Source: an optimization exercise on an open RTL-to-GDS flow (aim: small area and a short achievable clock period). Production flows keep margins and buffers that such runs may drop.
The RTL was checked by simulation tests, not by an equivalence proof against the original design.
Power is estimated from default activity; no workload was simulated.

==> flow/design.v <==
module gemini #(
    parameter [31:0] WRITE_PULSE    = 32'd2,
    parameter [31:0] READ_DELAY     = 32'd3,
    parameter [31:0] WRITE_DELAY    = 32'd1,
    parameter [31:0] HS_TIMEOUT     = 32'd100,
    parameter        HS_ENFORCE     = 1'b0,
    parameter        CAN_INIT_RESET = 1'b1,
    parameter [31:0] IDLE_TO_RESET  = 32'd12
) (
    input  wire        clk,
    input  wire        rst,
    input  wire        rx,
    input  wire        cmd_valid,
    input  wire [39:0] cmd,
    output wire        tx,
    output reg  [2:0]  resp_code,
    output reg  [31:0] resp_data
);
    localparam [1:0] CH_IDLE = 2'd0, CH_ASD = 2'd1, CH_APA = 2'd2, CH_AHT = 2'd3;
    localparam [1:0] FC_WFS = 2'd0, FC_WFD = 2'd1, FC_FE = 2'd2;
    localparam [2:0] R_OK = 3'd0, R_FULL = 3'd1, R_EMPTY = 3'd2, R_BUSY = 3'd3,
                     R_BADARG = 3'd4, R_ILLEGAL = 3'd5;
    localparam [7:0] OP_NOP = 8'h00, OP_SENDBIT = 8'h10, OP_SENDBYTE = 8'h11,
                     OP_HASDATA = 8'h12, OP_RECVBIT = 8'h13, OP_RECVBYTE = 8'h14,
                     OP_PULSE = 8'h15, OP_SETINIT = 8'h16, OP_SETIDLE = 8'h17,
                     OP_HSCLR = 8'h18, OP_BEGIN = 8'h20, OP_SENDSF = 8'h21,
                     OP_FCOMPLETE = 8'h22, OP_GETFRAME = 8'h23, OP_RESETFRAME = 8'h24,
                     OP_FBREAD = 8'h25, OP_FTODET = 8'h26, OP_FTOCNT = 8'h27,
                     OP_FTORESET = 8'h28, OP_STATUS = 8'h30, OP_FSTATUS = 8'h31;
    integer i;
    reg [63:0] obq;                
    reg [63:0] ibm;                
    reg [5:0]  ib_rd;
    reg [5:0]  ib_rd8;             
    reg [6:0]  ib_cnt, ob_cnt;
    reg [1:0]  ch_state;
    reg        self_init, frame_end, edge_flag;
    reg [31:0] elapsed;            
    reg        rx_q;
    reg        tx_r;
    reg [30:0] pulse_cnt;
    reg        pulse_final;
    reg        can_init;
    reg [31:0] idle_to;
    reg        fc_en;
    reg [1:0]  fc_state;
    reg [8:0]  fb_len, fb_idx;
    reg        in_sub;
    reg [7:0]  acc;
    reg [3:0]  bitcnt;
    reg [31:0] fto_cnt;
    reg [7:0]  fb [0:255];
    reg        wb_valid;           
    assign tx = tx_r;
    wire ib_z   = (ib_cnt == 7'd0);
    wire ib_1   = (ib_cnt == 7'd1);
    wire ib_8   = (ib_cnt == 7'd8);
    wire ib_ge8 = (ib_cnt >= 7'd8);
    wire ib_64  = ib_cnt[6];
    wire ob_z   = (ob_cnt == 7'd0);
    wire ob_fit1 = ~ob_cnt[6];
    wire ob_fit8 = (ob_cnt <= 7'd56);
    wire ob_fit9 = (ob_cnt <= 7'd55);
    wire el_ge_rd   = (elapsed >= READ_DELAY);
    wire el_ge_wd   = (elapsed >= WRITE_DELAY);
    wire el_ge_idle = (elapsed >= idle_to);
    wire pulse_busy = (pulse_cnt != 31'd0);
    wire pulse_last = (pulse_cnt == 31'd1);
    wire tx1        = pulse_last ? pulse_final : tx_r;
    wire fc_eq   = (fb_idx == fb_len);
    wire fc_lt   = (fb_idx <  fb_len);
    wire len_z   = (fb_len == 9'd0);
    wire idx_z   = (fb_idx == 9'd0);
    wire complete = fc_en & fc_eq;
    wire fto_nz  = (fto_cnt != 32'd0);
    wire fto_max = (fto_cnt == 32'hFFFF_FFFF);
    reg [63:0] ob_oh, ob_th;
    always @* begin
        for (i = 0; i < 64; i = i + 1) begin
            ob_oh[i] = (ob_cnt == i);
            ob_th[i] = (ob_cnt <= i);
        end
    end
    reg [7:0] ib_lane, ib_o;
    reg [2:0] ib_row;
    always @* begin
        for (i = 0; i < 8; i = i + 1) begin
            ib_row = (i < ib_rd[2:0]) ? ib_rd8[5:3] : ib_rd[5:3];
            ib_lane[i] = ibm[{ib_row, i[2:0]}];
        end
        ib_o = {ib_lane, ib_lane} >> ib_rd[2:0];
    end
    wire       ib_o8  = ibm[ib_rd8];
    wire [5:0] ib_wp  = ib_rd + ib_cnt[5:0];
    wire [7:0]  op  = cmd[39:32];
    wire [31:0] arg = cmd[31:0];
    wire z_31_16 = (arg[31:16] == 16'd0);
    wire z_15_8  = (arg[15:8]  == 8'd0);
    wire z_7_1   = (arg[7:1]   == 7'd0);
    wire z_none  = z_31_16 & z_15_8 & z_7_1 & ~arg[0];
    wire z_b0    = z_31_16 & z_15_8 & z_7_1;
    wire z_b8    = z_31_16 & z_15_8;
    wire z_b16   = z_31_16;
    reg legal;
    always @* begin
        case (op)
            OP_NOP, OP_RECVBIT, OP_RECVBYTE, OP_HSCLR, OP_FCOMPLETE,
            OP_GETFRAME, OP_RESETFRAME, OP_FTODET, OP_FTOCNT,
            OP_FTORESET, OP_STATUS, OP_FSTATUS:    legal = z_none;
            OP_SENDBIT, OP_SETINIT:                legal = z_b0;
            OP_SENDBYTE, OP_SENDSF, OP_HASDATA:    legal = z_b8;
            OP_PULSE, OP_SETIDLE:                  legal = 1'b1;
            OP_BEGIN, OP_FBREAD:                   legal = z_b16;
            default:                               legal = 1'b0;
        endcase
    end
    wire go = cmd_valid & legal;
    wire c_sendbit   = go & (op == OP_SENDBIT);
    wire c_sendbyte  = go & (op == OP_SENDBYTE);
    wire c_sendsf    = go & (op == OP_SENDSF);
    wire c_hasdata   = go & (op == OP_HASDATA);
    wire c_recvbit   = go & (op == OP_RECVBIT);
    wire c_recvbyte  = go & (op == OP_RECVBYTE);
    wire c_pulse     = go & (op == OP_PULSE);
    wire c_setinit   = go & (op == OP_SETINIT);
    wire c_setidle   = go & (op == OP_SETIDLE);
    wire c_hsclr     = go & (op == OP_HSCLR);
    wire c_begin     = go & (op == OP_BEGIN);
    wire c_fcomplete = go & (op == OP_FCOMPLETE);
    wire c_getframe  = go & (op == OP_GETFRAME);
    wire c_resetframe= go & (op == OP_RESETFRAME);
    wire c_fbread    = go & (op == OP_FBREAD);
    wire c_ftodet    = go & (op == OP_FTODET);
    wire c_ftocnt    = go & (op == OP_FTOCNT);
    wire c_ftoreset  = go & (op == OP_FTORESET);
    wire c_status    = go & (op == OP_STATUS);
    wire c_fstatus   = go & (op == OP_FSTATUS);
    wire o_sendbit   = (op == OP_SENDBIT);
    wire o_sendbyte  = (op == OP_SENDBYTE);
    wire o_sendsf    = (op == OP_SENDSF);
    wire o_hasdata   = (op == OP_HASDATA);
    wire o_recvbit   = (op == OP_RECVBIT);
    wire o_recvbyte  = (op == OP_RECVBYTE);
    wire o_pulse     = (op == OP_PULSE);
    wire o_begin     = (op == OP_BEGIN);
    wire o_fcomplete = (op == OP_FCOMPLETE);
    wire o_getframe  = (op == OP_GETFRAME);
    wire o_fbread    = (op == OP_FBREAD);
    wire o_ftodet    = (op == OP_FTODET);
    wire o_ftocnt    = (op == OP_FTOCNT);
    wire o_status    = (op == OP_STATUS);
    wire o_fstatus   = (op == OP_FSTATUS);
    wire o_push      = o_sendbit | o_sendbyte | o_sendsf;
    wire e1 = edge_flag | (rx & ~rx_q);
    wire ob_push = c_sendbit | c_sendbyte | c_sendsf;
    wire ob_fits = c_sendbit ? ob_fit1 : (c_sendbyte ? ob_fit8 : ob_fit9);
    wire ob_full_resp = ob_push & ~ob_fits;
    wire ob_nz1  = ~ob_z | ob_push;
    wire ob_s0   = o_sendsf | (o_sendbyte & arg[7]) | (o_sendbit & arg[0]);
    wire ob_head = ob_z ? ob_s0 : obq[0];
    wire p1_1 = c_recvbit  & ~ib_z;
    wire p1_8 = c_recvbyte & ib_ge8;
    wire ib_c1_z    = ib_z | (ib_1 & p1_1) | (ib_8 & p1_8);
    wire ib_c1_full = ib_64 & ~p1_1 & ~p1_8;
    wire pulse_ok   = c_pulse & ~pulse_busy;
    wire pulse_zero = (arg[30:0] == 31'd0);
    wire pulse_load = pulse_ok & ~pulse_zero;
    wire can_init2 = c_setinit ? arg[0] : can_init;
    wire timeout2  = c_setidle ? (elapsed >= arg) : el_ge_idle;
    wire begin_bad = (arg[15:0] == 16'd0) | (arg[15:0] > 16'd256);
    wire begin_ok  = c_begin & ~begin_bad;
    wire idx_clr   = begin_ok | c_getframe | c_resetframe;
    wire fb_lt8;
    gemini_lt8 u_lt (.a(arg[7:0]), .b(fb_len[7:0]), .lt(fb_lt8));
    wire fb_rd_bad = ~(z_15_8 & (fb_len[8] | fb_lt8));
    wire [7:0] wb_idx   = fb_idx[7:0] - 8'd1;
    wire       wb_eq;
    gemini_eq8 u_eq (.a(arg[7:0]), .b(wb_idx), .eq(wb_eq));
    wire       wb_hit   = wb_valid & wb_eq;
    wire v_ok  = cmd_valid & ~rst;
    wire vl    = v_ok & legal;
    wire ob_fits_raw = o_sendbit ? ob_fit1 : (o_sendbyte ? ob_fit8 : ob_fit9);
    wire full_raw  = o_push & ~ob_fits_raw;
    wire empty_raw = (o_recvbit & ib_z) | (o_recvbyte & ~ib_ge8);
    wire busy_raw  = o_pulse & pulse_busy;
    wire bad_raw   = (o_begin & begin_bad) | (o_fbread & fb_rd_bad);
    always @* begin
        resp_code[0] = v_ok & (~legal | full_raw | busy_raw);
        resp_code[1] = vl & (empty_raw | busy_raw);
        resp_code[2] = v_ok & (~legal | bad_raw);
    end
    wire fb_ok   = o_fbread & ~fb_rd_bad;
    wire fb_gate = vl & fb_ok & ~wb_hit;
    wire [31:0] other_raw =
            ({32{o_hasdata & ({1'b0, ib_cnt} >= arg[7:0])}} & 32'd1) |
            ({32{o_recvbit & ~ib_z}} & {31'd0, ib_o[0]}) |
            ({32{o_recvbyte & ib_ge8}} & {24'd0, ib_o[0], ib_o[1], ib_o[2], ib_o[3],
                                          ib_o[4], ib_o[5], ib_o[6], ib_o[7]}) |
            ({32{o_fcomplete}} & {31'd0, complete}) |
            ({32{o_getframe}} & {23'd0, fb_idx}) |
            ({32{fb_ok & wb_hit}} & {24'd0, acc}) |
            ({32{o_ftodet}} & {31'd0, fto_nz}) |
            ({32{o_ftocnt}} & fto_cnt) |
            ({32{o_status}} & {2'b00, ob_cnt, ib_cnt, fto_nz, complete, in_sub,
                               fc_state, fc_en, 1'b0, can_init,
                               (pulse_busy & ~pulse_last), rx, tx1,
                               e1, frame_end, self_init, ch_state}) |
            ({32{o_fstatus}} & {2'b00, acc, bitcnt, fb_len, fb_idx});
    wire [7:0] fb_tree;
    genvar gb, gq, gk;
    generate
        for (gb = 0; gb < 8; gb = gb + 1) begin : g_rd
            wire [255:0] col;
            for (gk = 0; gk < 256; gk = gk + 1) begin : g_col
                assign col[gk] = fb[gk][gb];
            end
            gemini_rdbit u (.d(col), .a(arg[7:0]), .g(fb_gate), .on(~(vl & other_raw[gb])),
                            .y(fb_tree[gb]));
        end
    endgenerate
    wire [7:0] fb_out = fb_tree;     
    always @* begin
        resp_data = ({32{vl}} & other_raw);
        resp_data[7:0] = fb_out;
    end
    wire run4 = ~pulse_busy & ~pulse_load;
    reg  [1:0] ch4;
    reg        si4, fe4, e4, set4;
    reg        ob_pop, ib_push;
    reg        tx_lo4;     
    reg        ld4;        
    reg        pf4;        
    always @* begin
        ch4 = ch_state; si4 = self_init; fe4 = frame_end; e4 = e1; set4 = 1'b0;
        ob_pop = 1'b0; ib_push = 1'b0; ld4 = 1'b0; pf4 = 1'b0; tx_lo4 = 1'b0;
        if (run4) begin
            case (ch_state)
                CH_IDLE: begin
                    if (e1) begin
                        e4 = 1'b0; si4 = 1'b0; fe4 = 1'b0; set4 = 1'b1; ch4 = CH_ASD;
                    end else if (can_init2 & ob_nz1 & frame_end) begin
                        ob_pop = 1'b1; ld4 = 1'b1; pf4 = ob_head;
                        si4 = 1'b1; fe4 = 1'b0; set4 = 1'b1; ch4 = CH_APA;
                    end else if (timeout2) begin
                        fe4 = 1'b1;
                    end
                end
                CH_ASD: begin
                    if (el_ge_rd) begin
                        ib_push = ~ib_c1_full;
                        set4 = 1'b1;
                        if (!ob_nz1) begin
                            if (!self_init) ld4 = 1'b1;
                            ch4 = CH_IDLE;
                        end else begin
                            ob_pop = 1'b1; ld4 = 1'b1; pf4 = ob_head; ch4 = CH_APA;
                        end
                    end
                end
                CH_APA: begin
                    if (e1) begin
                        e4 = 1'b0; set4 = 1'b1; ch4 = CH_AHT;
                    end
                end
                default: begin
                    if (el_ge_wd) begin
                        tx_lo4 = 1'b1; ch4 = CH_ASD;
                    end
                end
            endcase
        end
    end
    wire ib_nz2  = ~ib_c1_z | ib_push;
    wire ib_head = ib_c1_z ? rx : (p1_8 ? ib_o8 : (p1_1 ? ib_o[1] : ib_o[0]));
    wire fc_en3  = fc_en | begin_ok;
    wire [1:0] fc_state3 = begin_ok ? FC_WFS : fc_state;
    wire in_sub3 = ~begin_ok & in_sub;
    wire eq3     = ~begin_ok & (c_getframe | c_resetframe ? len_z : fc_eq);
    wire lt3     = begin_ok | (c_getframe | c_resetframe ? ~len_z : fc_lt);
    wire idx_nz3 = ~idx_clr & ~idx_z;
    wire bc7     = ~begin_ok & (bitcnt == 4'd7);
    reg  [1:0] fc5;
    reg        ib_pop5, fb_we;
    reg        f_clr;      
    reg        f_start;    
    reg        f_shift;    
    reg        f_inc;      
    always @* begin
        fc5 = fc_state3; ib_pop5 = 1'b0; fb_we = 1'b0;
        f_clr = 1'b0; f_start = 1'b0; f_shift = 1'b0; f_inc = 1'b0;
        if (fc_en3) begin
            case (fc_state3)
                FC_WFS: begin
                    if (fe4) ib_pop5 = ib_nz2;
                    else begin f_clr = 1'b1; fc5 = FC_WFD; end
                end
                FC_WFD: begin
                    if (ib_nz2) begin
                        ib_pop5 = 1'b1;
                        if (eq3) begin
                        end else if (!in_sub3) begin
                            f_start = ib_head;
                        end else begin
                            f_shift = 1'b1;
                            fb_we = bc7;
                        end
                    end else if (fe4) begin
                        if ((in_sub3 | idx_nz3) & lt3) begin
                            f_inc = ~fto_max | c_ftoreset;
                            f_clr = 1'b1;
                        end
                        fc5 = FC_FE;
                    end
                end
                default: begin
                    if (fe4) ib_pop5 = ib_nz2;
                    else     fc5 = FC_WFS;
                end
            endcase
        end
    end
    reg  [7:0] ob_lb;
    wire [7:0] ob_ls = {ob_lb[6:0], ob_lb[7]};
    reg  [64:0] ob_x;
    always @* begin
        for (i = 0; i < 8; i = i + 1)
            ob_lb[i] = arg[7 - ((i - ob_cnt[2:0]) & 7)];
        for (i = 0; i < 64; i = i + 1)
            ob_x[i] = ~ob_th[i] ? obq[i] :
                      o_sendbit ? arg[0] :
                      o_sendsf  ? (ob_ls[i % 8] | ob_oh[i]) : ob_lb[i % 8];
        ob_x[64] = 1'b0;
    end
    wire [63:0] obq_n = ob_pop ? ob_x[64:1] : ob_x[63:0];
    wire [6:0] ob_cnt_n =
        ob_full_resp ? (ob_pop ? 7'd63 : 7'd64) :
        c_sendsf     ? (ob_pop ? ob_cnt + 7'd8 : ob_cnt + 7'd9) :
        c_sendbyte   ? (ob_pop ? ob_cnt + 7'd7 : ob_cnt + 7'd8) :
        c_sendbit    ? (ob_pop ? ob_cnt        : ob_cnt + 7'd1) :
                       (ob_pop ? ob_cnt - 7'd1 : ob_cnt);
    wire [5:0] ib_rd8_n = p1_8 ? (ib_pop5 ? ib_rd + 6'd17 : ib_rd + 6'd16) :
                          p1_1 ? (ib_pop5 ? ib_rd + 6'd10 : ib_rd + 6'd9) :
                                 (ib_pop5 ? ib_rd + 6'd9 : ib_rd8);
    wire [5:0] ib_rd_n = p1_8 ? (ib_pop5 ? ib_rd + 6'd9 : ib_rd + 6'd8) :
                         p1_1 ? (ib_pop5 ? ib_rd + 6'd2 : ib_rd + 6'd1) :
                                (ib_pop5 ? ib_rd + 6'd1 : ib_rd);
    wire [6:0] ib_cnt_n =
        p1_8 ? (ib_push ? (ib_pop5 ? ib_cnt - 7'd8 : ib_cnt - 7'd7)
                        : (ib_pop5 ? ib_cnt - 7'd9 : ib_cnt - 7'd8)) :
        p1_1 ? (ib_push ? (ib_pop5 ? ib_cnt - 7'd1 : ib_cnt)
                        : (ib_pop5 ? ib_cnt - 7'd2 : ib_cnt - 7'd1)) :
               (ib_push ? (ib_pop5 ? ib_cnt : ib_cnt + 7'd1)
                        : (ib_pop5 ? ib_cnt - 7'd1 : ib_cnt));
    wire [8:0] fb_idx_n = f_clr ? 9'd0 :
                          fb_we ? (idx_clr ? 9'd1 : fb_idx + 9'd1) :
                          idx_clr ? 9'd0 : fb_idx;
    wire [7:0] acc_n    = (f_clr | f_start | begin_ok) ? 8'd0 :
                          f_shift ? {acc[6:0], ib_head} : acc;
    wire [3:0] bitcnt_n = (f_clr | f_start | begin_ok | fb_we) ? 4'd0 :
                          f_shift ? bitcnt + 4'd1 : bitcnt;
    wire in_sub_n = f_start | (~f_clr & ~fb_we & in_sub3);
    wire [31:0] fto_n = f_inc ? (c_ftoreset ? 32'd1 : fto_cnt + 32'd1) :
                        c_ftoreset ? 32'd0 : fto_cnt;
    wire [255:0] fb_wsel = 256'd1 << wb_idx;
    always @(posedge clk) begin
        if (rst) begin
            ib_cnt <= 7'd0; ob_cnt <= 7'd0; ib_rd <= 6'd0; ib_rd8 <= 6'd8;
            ch_state <= CH_IDLE;
            self_init <= 1'b0; frame_end <= 1'b0;
            edge_flag <= 1'b0;
            elapsed <= 32'd0;
            rx_q <= 1'b1;
            tx_r <= 1'b0;
            pulse_cnt <= 31'd0; pulse_final <= 1'b0;
            can_init <= CAN_INIT_RESET;
            idle_to <= IDLE_TO_RESET;
            fc_en <= 1'b0; fc_state <= FC_WFS;
            fb_len <= 9'd0; fb_idx <= 9'd0;
            in_sub <= 1'b0; acc <= 8'd0; bitcnt <= 4'd0;
            fto_cnt <= 32'd0;
        end else begin
            ib_cnt <= ib_cnt_n; ob_cnt <= ob_cnt_n; ib_rd <= ib_rd_n; ib_rd8 <= ib_rd8_n;
            ch_state <= ch4;
            self_init <= si4; frame_end <= fe4;
            edge_flag <= e4;
            elapsed <= set4 ? 32'd1 : elapsed + 32'd1;
            rx_q <= rx;
            if (ld4) begin
                tx_r <= 1'b1; pulse_cnt <= WRITE_PULSE[30:0]; pulse_final <= pf4;
            end else if (tx_lo4) begin
                tx_r <= 1'b0;
            end else if (pulse_ok) begin
                tx_r <= pulse_zero ? arg[31] : 1'b1;
                if (!pulse_zero) begin
                    pulse_cnt <= arg[30:0]; pulse_final <= arg[31];
                end
            end else begin
                tx_r <= tx1;
                if (pulse_busy) pulse_cnt <= pulse_cnt - 31'd1;
            end
            if (c_setinit) can_init <= arg[0];
            if (c_setidle) idle_to <= arg;
            fc_en <= fc_en3; fc_state <= fc5;
            if (begin_ok) fb_len <= arg[8:0];
            fb_idx <= fb_idx_n;
            in_sub <= in_sub_n; acc <= acc_n; bitcnt <= bitcnt_n;
            fto_cnt <= fto_n;
        end
    end
    always @(posedge clk) begin
        obq <= obq_n;
        wb_valid <= fb_we & ~rst;
        for (i = 0; i < 64; i = i + 1)
            if (ib_push && ib_wp == i) ibm[i] <= rx;
    end
    genvar g;
    generate
        for (g = 0; g < 256; g = g + 1) begin : g_fb
            always @(posedge clk)
                if (wb_valid && fb_wsel[g]) fb[g] <= acc;
        end
    endgenerate
endmodule
module gemini_sel4 (
    input  wire [3:0] d,
    input  wire [3:0] s,
    output wire       y
);
    assign y = (d[0] & s[0]) | (d[1] & s[1]) | (d[2] & s[2]) | (d[3] & s[3]);
endmodule
module gemini_rdq (
    input  wire [63:0] d,
    input  wire [3:0]  s1,
    input  wire [3:0]  s2,
    input  wire [3:0]  s3,
    output wire        y
);
    wire [15:0] l1;
    wire [3:0]  l2;
    genvar g;
    generate
        for (g = 0; g < 16; g = g + 1) begin : g_l1
            gemini_sel4 u (.d(d[4*g+3:4*g]), .s(s1), .y(l1[g]));
        end
        for (g = 0; g < 4; g = g + 1) begin : g_l2
            gemini_sel4 u (.d(l1[4*g+3:4*g]), .s(s2), .y(l2[g]));
        end
    endgenerate
    gemini_sel4 u3 (.d(l2), .s(s3), .y(y));
endmodule
module gemini_rdbit (
    input  wire [255:0] d,
    input  wire [7:0]   a,
    input  wire         g,       
    input  wire         on,      
    output wire         y
);
    wire [3:0] q;
    wire [3:0] s1 = 4'd1 << a[1:0];
    wire [3:0] s2 = 4'd1 << a[3:2];
    wire [3:0] s3 = 4'd1 << a[5:4];
    wire [3:0] s4 = (4'd1 << a[7:6]) & {4{g}};
    genvar gi;
    generate
        for (gi = 0; gi < 4; gi = gi + 1) begin : g_q
            gemini_rdq u (.d(d[64*gi+63:64*gi]), .s1(s1), .s2(s2), .s3(s3), .y(q[gi]));
        end
    endgenerate
    gemini_sel4o u4 (.d(q), .s(s4), .on(on), .y(y));
endmodule
module gemini_sel4o (
    input  wire [3:0] d,
    input  wire [3:0] s,
    input  wire       on,
    output wire       y
);
    wire n0, n1;
    gemini_aoi22 u0 (.a(d[0]), .b(s[0]), .c(d[1]), .d(s[1]), .y(n0));
    gemini_aoi22 u1 (.a(d[2]), .b(s[2]), .c(d[3]), .d(s[3]), .y(n1));
    gemini_nand3 u2 (.a(n0), .b(n1), .c(on), .y(y));
endmodule
module gemini_aoi22 (
    input  wire a, b, c, d,
    output wire y
);
    assign y = ~((a & b) | (c & d));
endmodule
module gemini_nand3 (
    input  wire a, b, c,
    output wire y
);
    assign y = ~(a & b & c);
endmodule
module gemini_eq8 (
    input  wire [7:0] a,
    input  wire [7:0] b,
    output wire       eq
);
    assign eq = (a == b);
endmodule
module gemini_lt8 (
    input  wire [7:0] a,
    input  wire [7:0] b,
    output reg        lt
);
    integer i, j;
    reg t;
    always @* begin
        lt = 1'b0;
        for (i = 0; i < 8; i = i + 1) begin
            t = ~a[i] & b[i];
            for (j = i + 1; j < 8; j = j + 1)
                t = t & ~(a[j] ^ b[j]);
            lt = lt | t;
        end
    end
endmodule
==> flow/flow/run.sh <==
#!/bin/bash
# Own layout flow: the standard ORFS flow (standard synthesis unchanged)
# with these changes to how the layout is optimised:
#  - sizing may swap a cell for one of another footprint,
#  - the port buffers are buf_4 cells,
#  - the timing repair aims for extra setup slack on the worst endpoints,
#  - clock tree: larger sink clusters, no dummy loads.
# Each ORFS step writes its own log under orfs/logs; make's output goes to
# flow_make.log.
set -uo pipefail
bash standard.sh \
  MATCH_CELL_FOOTPRINT=0 \
  "BUFFER_PORTS_ARGS=-buffer_cell sky130_fd_sc_hd__buf_4" \
  SETUP_SLACK_MARGIN=7 \
  TNS_END_PERCENT=10 \
  "CTS_ARGS=-sink_clustering_enable -repair_clock_nets -dont_use_dummy_load -sink_clustering_size 20 -sink_clustering_max_diameter 100 -buf_list {sky130_fd_sc_hd__clkbuf_8 sky130_fd_sc_hd__clkbuf_16}" \
  finish > flow_make.log 2>&1
==> flow/standard.sh <==
#!/bin/bash
# synth_recipe.tcl (not shown) runs the flow's synth.tcl, then flattens the netlist and writes it again
# the make line also repeats each setting of config.mk as NAME=value (left out here)
make -C /OpenROAD-flow-scripts/flow DESIGN_CONFIG=/design/flow/config.mk WORK_HOME=/design/flow/orfs CLKGATE_MAP_FILE= SYNTH_SCRIPT=/design/flow/synth_recipe.tcl "${@:-finish}"
==> flow/config.mk <==
export PLATFORM = sky130hd
export DESIGN_NAME = gemini
export DESIGN_NICKNAME = gemini
export VERILOG_FILES = /design/flow/design.v
export SDC_FILE = /design/flow/constraint.sdc
export NUM_CORES = 4
export LEC_CHECK = 0
export CAP_MARGIN = 20
export CORE_MARGIN = 2
export CORE_UTILIZATION = 50
export SLEW_MARGIN = 20
export SYNTH_HIERARCHICAL = 1
export SYNTH_MINIMUM_KEEP_SIZE = 0
==> flow/constraint.sdc <==
create_clock -name core_clock -period 15.0 [get_ports {clk}]
set_input_delay 3.0000 -clock core_clock [delete_from_list [all_inputs] [get_ports {clk}]]
set_output_delay 3.0000 -clock core_clock [all_outputs]
set_load 0.01 [all_outputs]
==> results.py <==
metrics = {
    "route": {
        "viasPerCell": 7.00,
        "dr.pass1.iters": 13,
        "wl_um": 391000,
        "post_drt_wl_per_cell_um": 37.3,
        "drc": 0,
        "drt_iter0_markers": 12211,
        "route.vias.total": 73493,
        "ant_nets": 0,
    },
    "synth": {
        "async_flop_share_pct": 0,
        "synth_top_area_share_pct": 63.2,
        "synth_edf_count": 2113,
        "syn-num-nets": 7795,
        "yosysUniqueCellTypes": 112,
        "synth.area.mux_share_pct": 2.06,
        "yosys_warnings": 9,
        "synth_top_family_by_area": "compound AO/OA/AOI/OAI gates",
        "synth.area.top_cells": "edfxtp_1 (63%), a22oi_1 (10%), dfxtp_1 (5.2%)",
        "synth_compound_area_share_pct": 15.3,
        "synth-xor-area-share_pct": 0.863,
        "synthAdderAreaFrac_pct": 1.79,
        "syn-cell-area_um2": 100000,
        "synth-main-ff-cell": "edfxtp_1",
        "syn_inst": 7608,
        "syn_area_per_cell_um2": 13.2,
        "yosysSeqAreaShare_pct": 68.3,
        "ys_ff_latch": 2373,
        "synthSimpleGateAreaFrac_pct": 10.3,
        "yosysTopAreaCell": "edfxtp_1",
    },
    "timing": {
        "hold_viol": 0,
        "grt_setup_unrepaired": "yes",
        "period_minus_slack_ns": 9.14,
        "finalSetupTns_ns": 0,
        "relSlewSlack_pct": 13.6,
        "setup_viol": 0,
        "timing.final.crit_share_pct": 61.0,
        "timing.fmax_mhz": 109,
        "slew_viol_final": 0,
        "clock_skew_ns": 0.0782,
        "worst-slew-pin-transition_ns": 1.30,
    },
    "clock_network": {
        "cts_sinks": 2373,
        "cts_made_buffers": 138,
        "cts_root_buf": "clkbuf_16",
        "clk_transition_reported_paths_ns": 0.08,
        "clock_latency_ns": 0.84,
        "htreeDepth": 4,
        "clock_path_buffers": 3,
        "tritoncts": "yes",
    },
    "global_route": {
        "grtUsageMet1_pct": 49.5,
        "grt_pass1_wl_um": 535000,
        "grt_use_met2_pct": 54.6,
        "grtUsageTotal_pct": 37.4,
        "grt_remaining_overflow": 0,
        "top_usage_layer": "met2",
        "grt_pass1_vias": 67971,
        "grt_max_degree": 238,
        "gr-usage-met3_pct": 11.9,
        "antenna_found_initial": 14,
    },
    "setup_path": {
        "worstSetupEndpointType": "primary output",
        "required_ns": 12.00,
        "path_class": "primary input to primary output",
        "timing.rr.end": "ib_rd8[4]",
        "critPathLaunchType": "primary input",
        "cp.arrival_ns": 6.14,
        "reg2reg_depth": 15,
        "rr_startpoint": "pulse_cnt[16]",
        "path_max_fanout": 30,
        "rrSetupSlack_ns": 9.25,
    },
    "floorplan": {
        "die-area_um2": 205000,
        "core_area_um2": 200000,
        "start_util_pct": 50.3,
        "rows": 164,
        "ios": 80,
        "die_x_um": 452,
        "dieHeight_um": 452,
    },
    "worst_hold_path": {
        "hold_class": "register to register",
        "worst_hold_startpoint": "idle_to[7]",
        "min_path_cells": 2,
        "hold_end": "idle_to[7]",
    },
    "power": {
        "p_leak_nw": 32.9,
        "p_sw_mw": 3.01,
        "combPwrFrac_pct": 10.1,
        "swShare_pct": 24.8,
        "seqPwrFrac_pct": 59.0,
        "clockPowerShare_pct": 30.9,
        "vdd_drop_max_mv": 0.108,
        "power.total_mw": 12.1,
        "powerDensity_nw_per_um2": 110,
        "p_int_mw": 9.12,
    },
    "place": {
        "gp_congestion": 0.961,
        "hpwl_um": 228000,
        "portBuffers": 79,
    },
    "layout": {
        "drive_gt1_share_pct": 10.3,
        "syn2layout_area_growth_pct": 9.73,
        "nets": 8016,
    },
    "flow_run": {
        "maxCapViolCount": 0,
    },
    "run_status": {
        "status": "complete, no violations",
    },
}
-- cell type report --
| class | count | area (um2) |
|---|---|---|
| antenna | 13 | 32.5 |
| clock buffer | 138 | 3450 |
| fill | 16201 | 89400 |
| inverter | 142 | 533 |
| multi-input combinational | 4894 | 31500 |
| sequential | 2373 | 68700 |
| tap | 2656 | 3320 |
| timing repair buffer | 280 | 2740 |
-- routing by layer --
| metal | wire [um] | part of all wire [%] | vias to the layer above |
|---|---|---|---|
| met5 | 218 | 0.056 | - |
| met2 | 167000 | 43 | 5479 |
| met4 | 26500 | 6.8 | 16 |
| li1 | - | - | 30088 |
| met1 | 143000 | 37 | 36696 |
| met3 | 54200 | 14 | 1214 |
-- worst max-delay path, cell delays in order --
cell     delay, ns
buf_8         0.20
buf_16        0.22
and2b_4       0.32
buf_6         0.29
a22oi_1       0.24
nand2_1       0.08
a22oi_1       0.22
nand2_1       0.27
a22oi_2       0.37
nand2_1       0.19
a22oi_2       0.23
nand3_2       0.19
buf_4         0.21
-- cells in the final DEF, fill, tap and decap left out, drive strengths merged, types with 17 or more instances in the layout --
cell type,Yosys,layout
dfxtp,260,260
a211oi,37,37
a222oi,26,26
a22oi,1375,1375
mux2i,76,76
and2b,48,59
mux4,53,53
o21ai,144,144
clkbuf,191,146
o22ai,27,27
nor2,672,672
edfxtp,2113,2113
and2,42,46
nand2b,23,23
o21a,24,24
a21o,27,27
nor2b,18,18
a21oi,266,266
nand2,1163,1164
nand4,52,52
or4,17,17
inv,140,140
ha,142,142
xnor2,56,56
buf,24,272
xor2,43,43
and3,36,36
o31ai,20,20
o211ai,29,29
nor4,42,42
nor3,80,80
a31oi,44,44
nand3,95,95
-- registers in the layout, indices dropped and copies added (netlist names), 6 cells and up --
name	flops
acc	8
elapsed	32
fb	2048
fb_idx	9
fb_len	9
fto_cnt	32
ib_cnt	7
ib_rd	6
ib_rd8	6
ibm	64
idle_to	32
ob_cnt	7
obq	64
pulse_cnt	31
-- cells in the mapped netlist, types with 43 or more instances --
cell type     n
a22oi_1    1359
clkbuf_1    190
nand4_1      52
ha_1        142
nor2_1      670
edfxtp_1   2113
nand3_1      95
dfxtp_1     260
mux2i_1      76
nand2_1    1162
a21oi_1     264
and2b_2      48
xnor2_1      56
inv_1       136
a31oi_1      43
xor2_1       43
nor3_1       77
o21ai_0     140
mux4_2       53
-- metrics by stage --
step | std cells | setup WS, ns | hold slack [ns] | instance area (um2) | utilization, %
6_report | 10496 | 5.86 | 0.457 | 110000 | 55.2
5_1_grt | 10483 | 5.91 | 0.473 | 110000 | 55.2
4_1_cts | 10471 | 6.00 | 0.458 | 110000 | 55.0
3_5_place_dp | 10281 | 4.96 | 0.448 | 105000 | 52.6
3_3_place_gp | 10280 | 4.95 | 0.444 | 105000 | 52.6
2_1_floorplan | 7608 | 5.90 | 0.436 | 101000 | -
-- power by group through the flow --
| stage | sequential (mW) | clock [mW] | combinational [mW] |
|---|---|---|---|
| 6_report | 7.16 | 3.75 | 1.22 |
| 3_5_place_dp | 7.31 | 0 | 1.10 |
| 2_1_floorplan | 7.30 | 0 | 0.617 |
| 5_1_grt | 7.16 | 3.96 | 1.26 |
| 4_1_cts | 7.16 | 3.75 | 1.15 |
| 3_3_place_gp | 7.31 | 0 | 1.09 |
-- cells by family after synthesis --
| logic type | Yosys count |
|---|---|
| fa+ha+maj | 143 |
| flops | 2373 |
| simple gates | 2365 |
| xor+xnor | 99 |
| buf+inv | 357 |
| compound gates | 2132 |
| mux | 139 |
-- per-module statistics from Yosys, one instance, submodules excluded, excerpt --
module,times used,flip-flops and latches,cell area (um2)
gemini,1,2373,86400
gemini_aoi22,16,0,12.5
gemini_eq8,1,0,86.3
gemini_lt8,1,0,178
gemini_nand3,8,0,5.00
gemini_rdbit,8,0,118
gemini_sel4,672,0,18.8
-- how the worst max path moves through the flow --
| stage | startpoint | to | slack [ns] | cells past startpoint |
|---|---|---|---|---|
| 5_1_grt | cmd[0] | resp_data[4] | 5.91 | 12 |
| 2_1_floorplan | cmd[36] | resp_data[0] | 5.90 | 13 |
| 6_report | cmd[0] | resp_data[4] | 5.86 | 13 |
| 3_3_place_gp | cmd[13] | resp_data[3] | 4.95 | 13 |
| 3_5_place_dp | cmd[0] | resp_data[7] | 4.96 | 13 |
| 4_1_cts | cmd[38] | resp_data[3] | 6.00 | 14 |
-- timing repair --
action | CTS | global route
pin swaps | 19 | 12
setup endpoints to repair | 36 | 35
hold buffers | 0 | 0
buffers inserted | 31 | 6
gates resized for setup | 234 | 22
cloned | 21 | 3

[static timing again, ports no longer ideal]
The results above use ideal ports. As a check the final layout listed here was re-extracted and re-timed, cells and wires unchanged. Step 1: set_driving_cell puts a clkbuf_16 on clk and a buf_2 on each other input, an assumption about the parent block. Step 2 adds t to the input delays and takes it off the output delays; t is the mean of the earliest and latest rising clock arrival at the registers after step 1. Input paths then give back, and output paths get back, about the clock's delay inside the block. Slacks: no drivers / after step 1 / after step 2; pairs: no drivers / after step 1.
t (ns): 0.898
setup slack, ns: 5.857 / 5.726 / 5.726
slew at the worst register clock pin (ns): 0.10 / 0.10
pins driven straight from the clock port: 1
After both steps setup and hold are still met in this run. For this run, drivers alone change the setup slack by -0.131 ns; drivers and shift together by -0.131 ns.
